From an optimization exercise on the open Yosys and OpenROAD flow, aimed at small area, a short achievable clock period and few clock cycles per item; shortcuts taken in it are not production practice. Function was checked by simulation only, so behaviour that the tests miss may differ from the original.

==> design/flow/design.v <==
module fp_codec (
    input  wire         clk,
    input  wire         rst,
    input  wire         in_valid,
    output wire         in_ready,
    input  wire         in_op,
    input  wire [31:0]  in_word,
    input  wire         in_neg,
    input  wire [135:0] in_num,
    input  wire [135:0] in_den,
    output reg          out_valid,
    output reg          out_op,
    output reg  [31:0]  out_word,
    output reg  [1:0]   out_fault,
    output reg  [136:0] out_dec
);
    localparam integer K = 3;               
    localparam integer NDIV = 24 / K;       
    localparam FAULT_NONE      = 2'd0;
    localparam FAULT_OVERFLOW  = 2'd1;
    localparam FAULT_UNDERFLOW = 2'd2;
    wire take = in_valid & in_ready & ~rst;
    reg  [31:0]  d1_word;
    reg          d1_v, d2_v, d3_v;
    always @(posedge clk) d1_word <= in_word;
    wire        d1_sign = d1_word[31];
    wire [7:0]  d1_exp  = d1_word[30:23];
    wire [23:0] d1_m    = {1'b1, d1_word[22:0]};
    wire        d1_zero = (d1_word == 32'd0);
    wire [30:0] d1_a    = {1'b0, d1_m, 6'd0};
    wire [30:0] d1_b    = {2'b00, d1_m, 5'd0};
    wire [30:0] d1_c    = {5'd0, d1_m, 2'd0};
    wire [30:0] d1_cs   = d1_a ^ d1_b ^ d1_c;
    wire [30:0] d1_cc   = {(d1_a[29:0] & d1_b[29:0]) | (d1_a[29:0] & d1_c[29:0]) | (d1_b[29:0] & d1_c[29:0]), 1'b0};
    wire [30:0] d1_x;
    fpc_add #(.W(31), .L(5)) u_mul100 (.a(d1_cs), .b(d1_cc), .cin(1'b0), .s(d1_x));
    wire        d1_left = d1_exp[7] & (d1_exp[6:0] >= 7'd22);           
    wire [7:0]  d1_rsh  = 8'd150 - d1_exp;
    reg  [30:0]  d2_x;
    reg  [4:0]   d2_rsh;
    reg  [6:0]   d2_lsh;
    reg          d2_sign, d2_zero, d2_left, d2_far;
    always @(posedge clk) begin
        d2_x    <= d1_x;
        d2_rsh  <= d1_rsh[4:0];
        d2_far  <= (d1_rsh[7:5] != 3'd0);
        d2_lsh  <= d1_left ? d1_exp[6:0] - 7'd22 : 7'd0;    
        d2_sign <= d1_sign;
        d2_zero <= d1_zero;
        d2_left <= d1_left;
    end
    wire [62:0] d2_shr  = {d2_x, 32'd0} >> d2_rsh;
    wire [30:0] d2_q    = d2_shr[62:32];
    wire        d2_g    = d2_shr[31];
    wire        d2_st   = |d2_shr[30:0];
    wire        d2_rnd  = ~d2_far & d2_g & (d2_st | d2_q[0]);
    wire [30:0] d2_base = (d2_zero | (~d2_left & d2_far)) ? 31'd0 : (d2_left ? d2_x : d2_q);
    wire        d2_inc  = ~d2_zero & ~d2_left & d2_rnd;
    wire [32:0] d2_val;
    fpc_add #(.W(33), .L(6)) u_rnd (.a({2'b00, d2_base} ^ {33{d2_sign}}), .b(33'd0), .cin(d2_sign ^ d2_inc), .s(d2_val));
    reg  [32:0]  d3_val;
    reg  [6:0]   d3_lsh;
    always @(posedge clk) begin
        d3_val <= d2_val;
        d3_lsh <= d2_left ? d2_lsh : 7'd0;
    end
    wire [136:0] d3_out = {{104{d3_val[32]}}, d3_val} << d3_lsh;
    always @(posedge clk) out_dec <= d3_out;
    reg          e_busy;        
    reg          e_n1, e_n2, e_div, e_fin;
    reg  [3:0]   ecnt;
    reg  [138:0] rs, rc;        
    reg  [135:0] rd;            
    reg          rp;            
    reg  [25:0]  rq, rqm;       
    reg  [7:0]   lzd;
    reg  signed [9:0] eb1, eb0;  
    reg          eneg, ezero;
    assign in_ready = ~e_busy;
    wire [7:0]   nrm_lz;
    wire [135:0] nrm_out;
    wire         nrm_zero;
    fpc_norm u_norm (.x(rs[135:0]), .lz(nrm_lz), .y(nrm_out), .zero(nrm_zero));
    localparam integer FE = (K <= 2) ? 4 : (K == 3) ? 5 : (K == 4) ? 6 : (K == 5) ? 7 : 8;
    localparam integer WE = FE + 3;
    wire [138:0] dpos = {3'b000, rd};
    wire [138:0] dneg = ~dpos;
    wire [WE-1:0] e_dp = {3'b000, rd[135 -: FE]};
    wire [WE-1:0] e_dn = ~e_dp;
    reg  [WE-1:0] e_b [0:K];
    reg  [K-1:0]  qp, qn;
    reg  [WE-1:0] e_cp, e_cm;
    reg  [3:0]    e_t;
    integer ei;
    always @(*) begin
        e_b[0] = rs[137 -: WE] + rc[137 -: WE];
        for (ei = 0; ei < K; ei = ei + 1) begin
            e_t    = e_b[ei][WE-1 -: 4];
            qp[ei] = ~e_t[3];
            qn[ei] = e_t[3] & (e_t != 4'b1111);
            e_cp   = e_b[ei] + e_dn;
            e_cm   = e_b[ei] + e_dp;
            e_b[ei+1] = qp[ei] ? {e_cp[WE-2:0], 1'b0} : qn[ei] ? {e_cm[WE-2:0], 1'b0} : {e_b[ei][WE-2:0], 1'b0};
        end
    end
    reg  [138:0] ss [0:K];
    reg  [138:0] sc [0:K];
    reg  [25:0]  sq [0:K];
    reg  [25:0]  sqm[0:K];
    reg  [138:0] t_s, t_c, t_x;
    reg          t_pin;
    integer si;
    always @(*) begin
        ss[0]  = rs;
        sc[0]  = rc;
        sq[0]  = rq;
        sqm[0] = rqm;
        for (si = 0; si < K; si = si + 1) begin
            t_pin = (si == 0) ? rp : 1'b0;
            t_s = {ss[si][137:0], t_pin};
            t_c = {sc[si][137:0], t_pin};
            t_x = (dneg & {139{qp[si]}}) | (dpos & {139{qn[si]}});
            ss[si+1] = t_s ^ t_c ^ t_x;
            sc[si+1] = {(t_s[137:0] & t_c[137:0]) | (t_s[137:0] & t_x[137:0]) | (t_c[137:0] & t_x[137:0]), qp[si]};
            sq[si+1]  = qp[si] ? {sq[si][24:0], 1'b1} : qn[si] ? {sqm[si][24:0], 1'b1} : {sq[si][24:0], 1'b0};
            sqm[si+1] = qp[si] ? {sq[si][24:0], 1'b0} : qn[si] ? {sqm[si][24:0], 1'b0} : {sqm[si][24:0], 1'b1};
        end
    end
    wire         f_neg;
    fpc_sign #(.W(139), .L(8)) u_sign (.a(rs), .b(rc), .s(f_neg));
    wire [25:0]  f_q    = f_neg ? rqm : rq;
    wire         f_top  = f_q[24];
    wire [22:0]  f_f    = f_top ? f_q[23:1] : f_q[22:0];
    wire signed [9:0] f_b = f_top ? eb1 : eb0;
    wire e_take = take & in_op;
    always @(posedge clk) begin
        if (rst) begin
            e_busy <= 1'b0;
            e_n1   <= 1'b0;
            e_n2   <= 1'b0;
            e_div  <= 1'b0;
            e_fin  <= 1'b0;
            d1_v   <= 1'b0;
            d2_v   <= 1'b0;
            d3_v   <= 1'b0;
            out_valid <= 1'b0;
            out_op <= 1'b0;
        end else begin
            d1_v <= take & ~in_op;
            d2_v <= d1_v;
            d3_v <= d2_v;
            out_valid <= d3_v | e_fin;
            out_op    <= e_fin;
            e_n1  <= e_take;
            e_n2  <= e_n1;
            e_div <= e_n2 | (e_div & (ecnt != NDIV - 1));
            e_fin <= e_div & (ecnt == NDIV - 1);
            e_busy <= e_take | e_n1 | e_n2 | (e_div & (ecnt != NDIV - 1));
        end
    end
    always @(posedge clk) begin
        if (~e_busy)   rs <= {3'b000, in_den};
        else if (e_n1) rs <= rc;
        else if (e_n2) rs <= {3'b000, nrm_out};
        else           rs <= ss[K];
        if (~e_busy)   rc <= {3'b000, in_num};
        else if (e_n2) rc <= ~{3'b000, rd};
        else           rc <= sc[K];
        if (e_n1) begin
            rd  <= nrm_out;
            lzd <= nrm_lz;
        end
        if (~e_busy) eneg <= in_neg;
        rp   <= e_n2;
        rq   <= e_n2 ? 26'd1 : sq[K];
        rqm  <= e_n2 ? 26'd0 : sqm[K];
        ecnt <= e_n2 ? 4'd0 : ecnt + 4'd1;
        if (e_n2) begin
            eb1   <= $signed({2'b00, lzd}) - $signed({2'b00, nrm_lz}) + 10'sd127;
            eb0   <= $signed({2'b00, lzd}) - $signed({2'b00, nrm_lz}) + 10'sd126;
            ezero <= nrm_zero;
        end
        if (e_fin) begin
            if (ezero) begin
                out_word  <= 32'd0;
                out_fault <= FAULT_NONE;
            end else if (f_b > 10'sd255) begin
                out_word  <= 32'd0;
                out_fault <= FAULT_OVERFLOW;
            end else if (f_b < 10'sd0) begin
                out_word  <= 32'd0;
                out_fault <= FAULT_UNDERFLOW;
            end else begin
                out_word  <= {eneg, f_b[7:0], f_f};
                out_fault <= FAULT_NONE;
            end
        end
    end
endmodule
module fpc_add #(parameter integer W = 32, parameter integer L = 5) (
    input  wire [W-1:0] a,
    input  wire [W-1:0] b,
    input  wire         cin,
    output wire [W-1:0] s
);
    wire [W-1:0] p0 = a ^ b;
    wire [W-1:0] g0 = a & b;
    wire [(L+1)*W-1:0] G;
    wire [(L+1)*W-1:0] P;
    assign G[W-1:0] = {g0[W-1:1], g0[0] | (p0[0] & cin)};
    assign P[W-1:0] = p0;
    genvar l, i;
    generate
        for (l = 0; l < L; l = l + 1) begin : lv
            for (i = 0; i < W; i = i + 1) begin : bt
                if ((i >> l) % 2 == 1) begin : cmb
                    assign G[(l+1)*W+i] = G[l*W+i] | (P[l*W+i] & G[l*W+((i>>l)<<l)-1]);
                    assign P[(l+1)*W+i] = P[l*W+i] & P[l*W+((i>>l)<<l)-1];
                end else begin : pas
                    assign G[(l+1)*W+i] = G[l*W+i];
                    assign P[(l+1)*W+i] = P[l*W+i];
                end
            end
        end
    endgenerate
    assign s = p0 ^ {G[L*W+W-2:L*W], cin};
endmodule
module fpc_sign #(parameter integer W = 139, parameter integer L = 8) (
    input  wire [W-1:0] a,
    input  wire [W-1:0] b,
    output wire         s
);
    localparam integer N = W - 1;
    wire [N-1:0] p0 = a[N-1:0] ^ b[N-1:0];
    wire [N-1:0] g0 = a[N-1:0] & b[N-1:0];
    wire [(L+1)*N-1:0] G;
    wire [(L+1)*N-1:0] P;
    assign G[N-1:0] = g0;
    assign P[N-1:0] = p0;
    genvar l, k;
    generate
        for (l = 0; l < L; l = l + 1) begin : lv
            for (k = 0; k < N; k = k + 1) begin : nd
                if (2 * k + 1 < ((N + (1 << l) - 1) >> l)) begin : cmb
                    assign G[(l+1)*N+k] = G[l*N+2*k+1] | (P[l*N+2*k+1] & G[l*N+2*k]);
                    assign P[(l+1)*N+k] = P[l*N+2*k+1] & P[l*N+2*k];
                end else if (2 * k < ((N + (1 << l) - 1) >> l)) begin : one
                    assign G[(l+1)*N+k] = G[l*N+2*k];
                    assign P[(l+1)*N+k] = P[l*N+2*k];
                end else begin : non
                    assign G[(l+1)*N+k] = 1'b0;
                    assign P[(l+1)*N+k] = 1'b0;
                end
            end
        end
    endgenerate
    assign s = a[N] ^ b[N] ^ G[L*N];
endmodule
module fpc_norm (
    input  wire [135:0] x,
    output wire [7:0]   lz,
    output wire [135:0] y,
    output wire         zero
);
    wire [255:0] xp = {x, 120'd0};
    wire [255:0] z0 = ~xp;
    wire [511:0] Z;             
    wire [4095:0] C;            
    genvar l, k;
    generate
        for (k = 0; k < 256; k = k + 1) begin : lf
            assign Z[k] = z0[k];
            assign C[8*k +: 8] = 8'd0;
        end
        for (l = 1; l <= 8; l = l + 1) begin : lv
            for (k = 0; k < (256 >> l); k = k + 1) begin : nd
                wire zh = Z[(512 - (512 >> (l-1))) + 2*k + 1];
                wire zl = Z[(512 - (512 >> (l-1))) + 2*k];
                wire [7:0] ch = C[8*((512 - (512 >> (l-1))) + 2*k + 1) +: 8];
                wire [7:0] cl = C[8*((512 - (512 >> (l-1))) + 2*k) +: 8];
                assign Z[(512 - (512 >> l)) + k] = zh & zl;
                assign C[8*((512 - (512 >> l)) + k) +: 8] = zh ? (cl | (8'd1 << (l-1))) : ch;
            end
        end
    endgenerate
    wire x0 = Z[510];
    assign zero = x0;
    assign lz = x0 ? 8'd0 : C[8*510 +: 8];
    wire [135:0] s7 = lz[7] ? {x[7:0],   128'd0} : x;
    wire [135:0] s6 = lz[6] ? {s7[71:0],  64'd0} : s7;
    wire [135:0] s5 = lz[5] ? {s6[103:0], 32'd0} : s6;
    wire [135:0] s4 = lz[4] ? {s5[119:0], 16'd0} : s5;
    wire [135:0] s3 = lz[3] ? {s4[127:0],  8'd0} : s4;
    wire [135:0] s2 = lz[2] ? {s3[131:0],  4'd0} : s3;
    wire [135:0] s1 = lz[1] ? {s2[133:0],  2'd0} : s2;
    assign y        = lz[0] ? {s1[134:0],  1'd0} : s1;
endmodule
==> design/flow/run.sh <==
#!/bin/bash
# synth_recipe.tcl (not shown) runs the flow's synth.tcl, then flattens the netlist and writes it again
# the make line also repeats each setting of config.mk as NAME=value (left out here)
make -C /OpenROAD-flow-scripts/flow DESIGN_CONFIG=/design/flow/config.mk WORK_HOME=/design/flow/orfs CLKGATE_MAP_FILE= SYNTH_SCRIPT=/design/flow/synth_recipe.tcl finish
==> design/flow/config.mk <==
export PLATFORM = sky130hd
export DESIGN_NAME = fp_codec
export DESIGN_NICKNAME = fp_codec
export VERILOG_FILES = /design/flow/design.v
export SDC_FILE = /design/flow/constraint.sdc
export NUM_CORES = 4
export LEC_CHECK = 0
export CAP_MARGIN = 20
export CORE_MARGIN = 2
export CORE_UTILIZATION = 40
export PLACE_DENSITY = 0.6
export SETUP_SLACK_MARGIN = 5
export SLEW_MARGIN = 20
==> design/flow/constraint.sdc <==
create_clock -name core_clock -period 11.0 [get_ports {clk}]
set_input_delay 2.2000 -clock core_clock [delete_from_list [all_inputs] [get_ports {clk}]]
set_output_delay 2.2000 -clock core_clock [all_outputs]
set_load 0.01 [all_outputs]
==> out/metrics.yaml, run 1 <==
fillers: 15600
core_um2: 161000
synthFlopType: "dfxtp_1"
syn_area_um2: 64900
final_common_cell: "nor2_1"
antenna_found_initial: 10
synth-xor-area-share: 0.0151
nNetsFinal: 8830
area_delta_synth_final_pct: 17.4
seq_area_frac_synth: 0.277
cts_hold_buf: 0
cp.required_ns: 11.46
hold_end: "d2_sign"
critPathMaxStageDelay_ns: 0.78
synth_top_family_by_area: "compound AO/OA/AOI/OAI gates"
yosys.area_share.simple: 0.137
synth_area_leader_cell: "dfxtp_1"
hold_path.class: "reg2reg"
synth_cell_types: 112
gr-total-overflow: 0
avgViaCountPerCell: 6.04
port_buffers: 482
min_period_ns: 6.06
place.gp.congestion: 1.03
path_max_fanout: 47
yosys-top-cells-area: "dfxtp_1, fa_1, edfxtp_1, mux2i_1, a21oi_1"
cts_tree: "done"
std_cell_rows: 147
crit_chain: "ha_1, a2111oi_0, o221ai_1, a221oi_1, o21ai_0, a2111oi_4, a21oi_1, and3b_1, buf_4, mux2i_1, buf_4, mux2i_2, buf_4, a211oi_1"
ys_ff_latch: 797
clockBufferDepth: 3
setup_viol: 0
die_y_um: 407
crit_type: "reg2reg"
num_io_pins: 483
r2r_start: "rs[77]"
first_pass_iters: 7
critPathLaunchType: "flop"
drive_gt1_frac: 0.0922
synth_edf_count: 200
cap_violations: 0
vias: 61200
finalHoldViolations: 0
slew-limit-headroom: 0.148
routed_wl_mm: 268
drt_iter0_drc: 7101
rsz0062_at_grt: "true"
cp-end-kind: "flop"
muxShareOfSynthArea: 0.117
slew_violations: 0
min_path_cells: 0
fin_worst_skew_ns: 0.0489
r2r_end: "out_word[4]"
grt_pass1_wl_mm: 385
cts_root_buf: "clkbuf_16"
critPathSlowestCell: "a2111oi_4"
dp_cells: 9872
synth_warnings: 6
numCtsBuffers: 96
synth_compound_area_frac: 0.205
cp_common_cell: "buf_4"
post_drt_wl_per_cell_um: 26.4
worstPathArrival_ns: 6.52
grt_pass1_vias: 58500
grt_max_degree: 149
min_from: "d1_word[31]"
status: "complete, no violations"
initial_core_util: 0.404
cts_max_level: 3
worst_pin_slew_ns: 1.28
drc_errors: 0
r2r_slack_ns: 4.94
die_w_um: 407
cts.sinks: 797
grt_usage: 0.308
path_clk_slew_ns: 0.06
synthesis.nets: 8563
fmax_mhz: 165
synth_top_area_frac: 0.184
crit_start: "rs[77]"
synthArstFlopShare: 0
final_cell_mix: "nor2_1, a21oi_1, inv_1"
die_area_um2: 166000
rr_worst_depth: 14
min_period_over_period: 0.551
synth.avg_cell_area_um2: 8.54
ant_nets: 0
hpwl_mm: 194
setup_tns_ns: 0
synth_fa_ha_area_frac: 0.174
worstSkewPairLatency_ns: 0.76
finalNonFillerCells: 10100
synthCells: 7607
-- final cells by class --
cell class	count	area [um2]	area share
Multi-Input combinational cell	5608	42800	0.562
Inverter	679	2570	0.0337
Tap cell	2160	2700	0.0354
Timing Repair inverter	1	6.26	0.0000821
Antenna cell	6	15.0	0.000197
Clock inverter	55	573	0.00752
Timing Repair Buffer	691	6820	0.0895
Sequential cell	797	18000	0.236
Clock buffer	126	2700	0.0354
-- registers in the layout, indices dropped and copies added (netlist names), 2 cells and up --
signal and flops:
rs 139, out_dec 137, d3_val 33, lzd 8
ecnt 4, rd 136, d2_rsh 5, d1_word 32
out_fault 2, rc 139, eb0 10, eb1 10
d2_x 29, rq 25, rqm 25, d3_lsh 7
d2_lsh 7, out_word 32
-- synthesized netlist by cell type, drive strengths merged, types with 95 or more instances --
cell type,instances
nand2,667
nor2,840
dfxtp,597
inv,677
edfxtp,200
a31oi,95
mux2,117
clkbuf,363
mux2i,469
o21ai,546
fa,429
ha,218
a21oi,773
buf,162
o22ai,100
-- worst max path at each step --
stage                     slack (ns)  cells after the start          end
after floorplan                 5.08                     23      rs[127]
after global placement          3.88                     19       eb1[8]
after detailed placement        3.79                     21      rs[124]
after CTS                       4.99                     15      rs[123]
after global routing            4.93                     25       rs[95]
final                           4.94                     14  out_word[4]
-- metal layers --
metal / global-route usage / vias to the layer above / part of all wire
met5: 0 / - / 0.00018
met4: 0.138 / 6 / 0.054
met2: 0.466 / 3442 / 0.43
li1: - / 27400 / -
met1: 0.424 / 29700 / 0.42
met3: 0.0580 / 695 / 0.10
-- critical path, delay by kind of cell (launching register included) --
kind | cells | cell delay (ns)
buffers and inverters | 3 | 0.95
AND/OR/NAND/NOR | 1 | 0.23
flip-flops | 1 | 0.68
AO/OA/AOI/OAI | 7 | 3.04
adder cells (fa/ha/maj) | 1 | 0.35
multiplexers | 2 | 0.46
-- what timing repair did --
item	CTS	global route
gates cloned	6	13
pin swaps	9	30
setup endpoints to repair	394	298
endpoints found under the hold margin	0	0
resized for setup	65	94
buffers inserted	12	33
-- kinds of logic after synthesis --
family,Yosys count
muxes,653
DFF,797
AOI/OAI and AO/OA,2172
xor gates and xnor gates,112
and+or+nand+nor,2021
buffers and inverters,1205
adders and majority gates,647
-- metrics by stage --
step                      area, um2  utilization  setup WS [ns]  hold slack (ns)
after detailed placement      71500        0.444           3.79            0.360
after floorplan               64900            -           5.08            0.331
after CTS                     75300        0.468           4.99            0.369
final                         76200        0.474           4.94            0.371
after global routing          76200        0.474           4.93            0.379
after global placement        71500        0.444           3.88            0.361
Testbench counts, summed over its fixed seeds: cycles 20,766, items 4,800.
==> run 2, diff against run 1 <==
--- a/design/flow/config.mk
+++ b/design/flow/config.mk
@@ -10,4 +10,3 @@
 export CORE_UTILIZATION = 40
 export PLACE_DENSITY = 0.6
-export SETUP_SLACK_MARGIN = 5
 export SLEW_MARGIN = 20
==> out/metrics.yaml, run 2 <==
min_path_cells: 0
fin_ws_ns: 3.02
fin_area_um2: 75000
muxShareOfSynthArea: 0.117
synth_fa_ha_area_frac: 0.174
synth_edf_count: 200
routed_wl_mm: 258
place.gp.congestion: 1.00
cp_common_cell: "o21ai_0"
critPathSlowestCell: "or4_1"
synthFlopType: "dfxtp_1"
critPathTopFamily: "compound AO/OA/AOI/OAI gates"
initial_core_util: 0.404
drt_iter0_drc: 6411
status: "complete, no violations"
placed_cell_area_um2: 71600
path_max_fanout: 146
grt_max_degree: 147
finalNonFillerCells: 10100
num_io_pins: 483
gr-total-overflow: 0
antenna_found_initial: 6
fin_worst_skew_ns: 0.0737
worstPathArrival_ns: 8.57
yosysMostFrequentCell: "nor2_1"
synthesis.nets: 8563
syn_area_um2: 64900
synth_warnings: 6
critPathMaxStageDelay_ns: 0.77
clockBufferDepth: 3
synth_compound_area_frac: 0.205
grt_pass1_wl_mm: 381
die_w_um: 407
drive_gt1_frac: 0.0751
cp.required_ns: 11.58
r2r_slack_ns: 3.02
ant_nets: 0
cap_violations: 0
slew_violations: 0
r2r_start: "rs[131]"
critPathLaunchType: "flop"
r2r_end: "rs[74]"
synth.avg_cell_area_um2: 8.54
cp_num_buf_inv: 3
final_common_cell: "nor2_1"
slew-limit-headroom: 0.129
fmax_mhz: 125
preCtsSetupSlack_ns: 3.16
synth_cell_types: 112
path_clk_slew_ns: 0.06
nNetsFinal: 8778
cp-end-kind: "flop"
synth_top_area_frac: 0.184
hold_end: "d2_sign"
rr_worst_depth: 23
synth-xor-area-share: 0.0151
min_period_ns: 7.98
setup_tns_ns: 0
numCtsBuffers: 94
yosys.area_share.simple: 0.137
avgViaCountPerCell: 5.99
port_buffers: 482
final_cell_mix: "nor2_1, a21oi_1, inv_1"
setup_viol: 0
synthArstFlopShare: 0
drc_errors: 0
synth_top_family_by_area: "compound AO/OA/AOI/OAI gates"
cts_tree: "done"
cts_max_level: 3
seq_area_frac_synth: 0.277
dp_cells: 9886
cts.sinks: 797
die_area_um2: 166000
crit_chain: "ha_1, a211oi_1, o21ai_1, xnor2_1, or4_1, o21ai_0, a21oi_1, ha_1, or4_1, a31oi_1, o21ai_0, xnor2_1, a211oi_4, buf_12, nor2b_4, buf_4, buf_4, nand2_1, o21ai_0, fa_1, a22oi_1, o21ai_0, o22a_1"
finalHoldViolations: 0
core_um2: 161000
cts_setup_buffers: 0
hpwl_mm: 193
std_cell_rows: 147
reg.largest.list: "rc x139, rs x139, out_dec x137"
ys_ff_latch: 797
min_from: "d1_word[31]"
synthTopCellsByCount: "nor2_1, a21oi_1, inv_1, nand2_1, dfxtp_1"
vias: 60300
first_pass_iters: 7
cts_root_buf: "clkbuf_16"
crit_type: "reg2reg"
min_period_over_period: 0.726
hold_path.class: "reg2reg"
cts_resized: 0
rsz0062_at_grt: "false"
synthCells: 7607
worstSkewPairLatency_ns: 0.76
grt_pass1_vias: 57700
yosys-top-cells-area: "dfxtp_1, fa_1, edfxtp_1, mux2i_1, a21oi_1"
area_delta_synth_final_pct: 15.5
synth_area_leader_cell: "dfxtp_1"
worst_pin_slew_ns: 1.31
post_drt_wl_per_cell_um: 25.6
cts_hold_buf: 0
grt_usage: 0.304
die_y_um: 407
[run 2: worst max-delay path by stage]
stage,startpoint,to,depth (start not counted)
after CTS,rs[131],rs[74],23
after global placement,rs[131],rs[37],24
final,rs[131],rs[74],23
after floorplan,rs[134],rs[128],22
after detailed placement,rs[131],rs[37],24
after global routing,rs[131],rs[37],24
[run 2: area by class of cell]
type	count	area [um2]
fill	15700	85900
multi-input combinational	5605	42300
sequential	797	18000
timing repair buffer	645	6070
clock buffer	136	2790
tap	2160	2700
inverter	679	2560
clock inverter	39	539
antenna	5	12.5
[run 2: worst reg2reg max path, stage by stage (launching register included)]
cell and delay, ns:
dfxtp_1 0.49, ha_1 0.36, a211oi_1 0.39, o21ai_1 0.18
xnor2_1 0.27, or4_1 0.77, o21ai_0 0.23, a21oi_1 0.12
ha_1 0.23, or4_1 0.57, a31oi_1 0.28, o21ai_0 0.14
xnor2_1 0.17, a211oi_4 0.30, buf_12 0.56, nor2b_4 0.39
buf_4 0.42, buf_4 0.66, nand2_1 0.22, o21ai_0 0.14
fa_1 0.44, a22oi_1 0.16, o21ai_0 0.13, o22a_1 0.21
[run 2: routing by layer]
metal  track usage  share of wire  up-vias  wire length [um]
li1              -              -    27200                 -
met2         0.460           0.43     3081            112000
met5             0       0.000058        -                15
met3        0.0549          0.091      540             23400
met4         0.126          0.045        2             11600
met1         0.426           0.43    29400            111000
[run 2: logic make-up after synthesis]
kind of cell,after synthesis
AOI/OAI and AO/OA,2172
xor gates and xnor gates,112
adders and majority gates,647
buffers and inverters,1205
DFF,797
muxes,653
and+or+nand+nor,2021
[run 2: stage by stage]
step | hold WS [ns] | utilization
3_5_place_dp | 0.358 | 0.445
2_1_floorplan | 0.331 | -
4_1_cts | 0.367 | 0.466
3_3_place_gp | 0.357 | 0.445
6_report | 0.371 | 0.466
5_1_grt | 0.371 | 0.466

[separate check: timing with driven ports]
Ports are ideal in the flow. The routed layouts listed here were re-timed in OpenROAD. Step 1: set_driving_cell puts a clkbuf_16 on clk and a buf_2 on each other input, an assumption about the parent block. Step 2, shift: input delay + t, output delay - t, t = (earliest + latest rising clock arrival at the registers) / 2. This alone moves slack from input paths to output paths. a / b / c = ideal ports / drivers / drivers and shift; a / b = the first two.
run | t, ns | setup WS [ns] | worst register clock-pin slew, ns | worst slew at a driven data input, ns
run 1 | 0.824 | 4.942 / 4.942 / 4.942 | 0.07 / 0.07 | 0.11
run 2 | 0.823 | 3.015 / 3.015 / 3.015 | 0.07 / 0.07 | 0.11
After both steps every run listed still meets setup and hold.
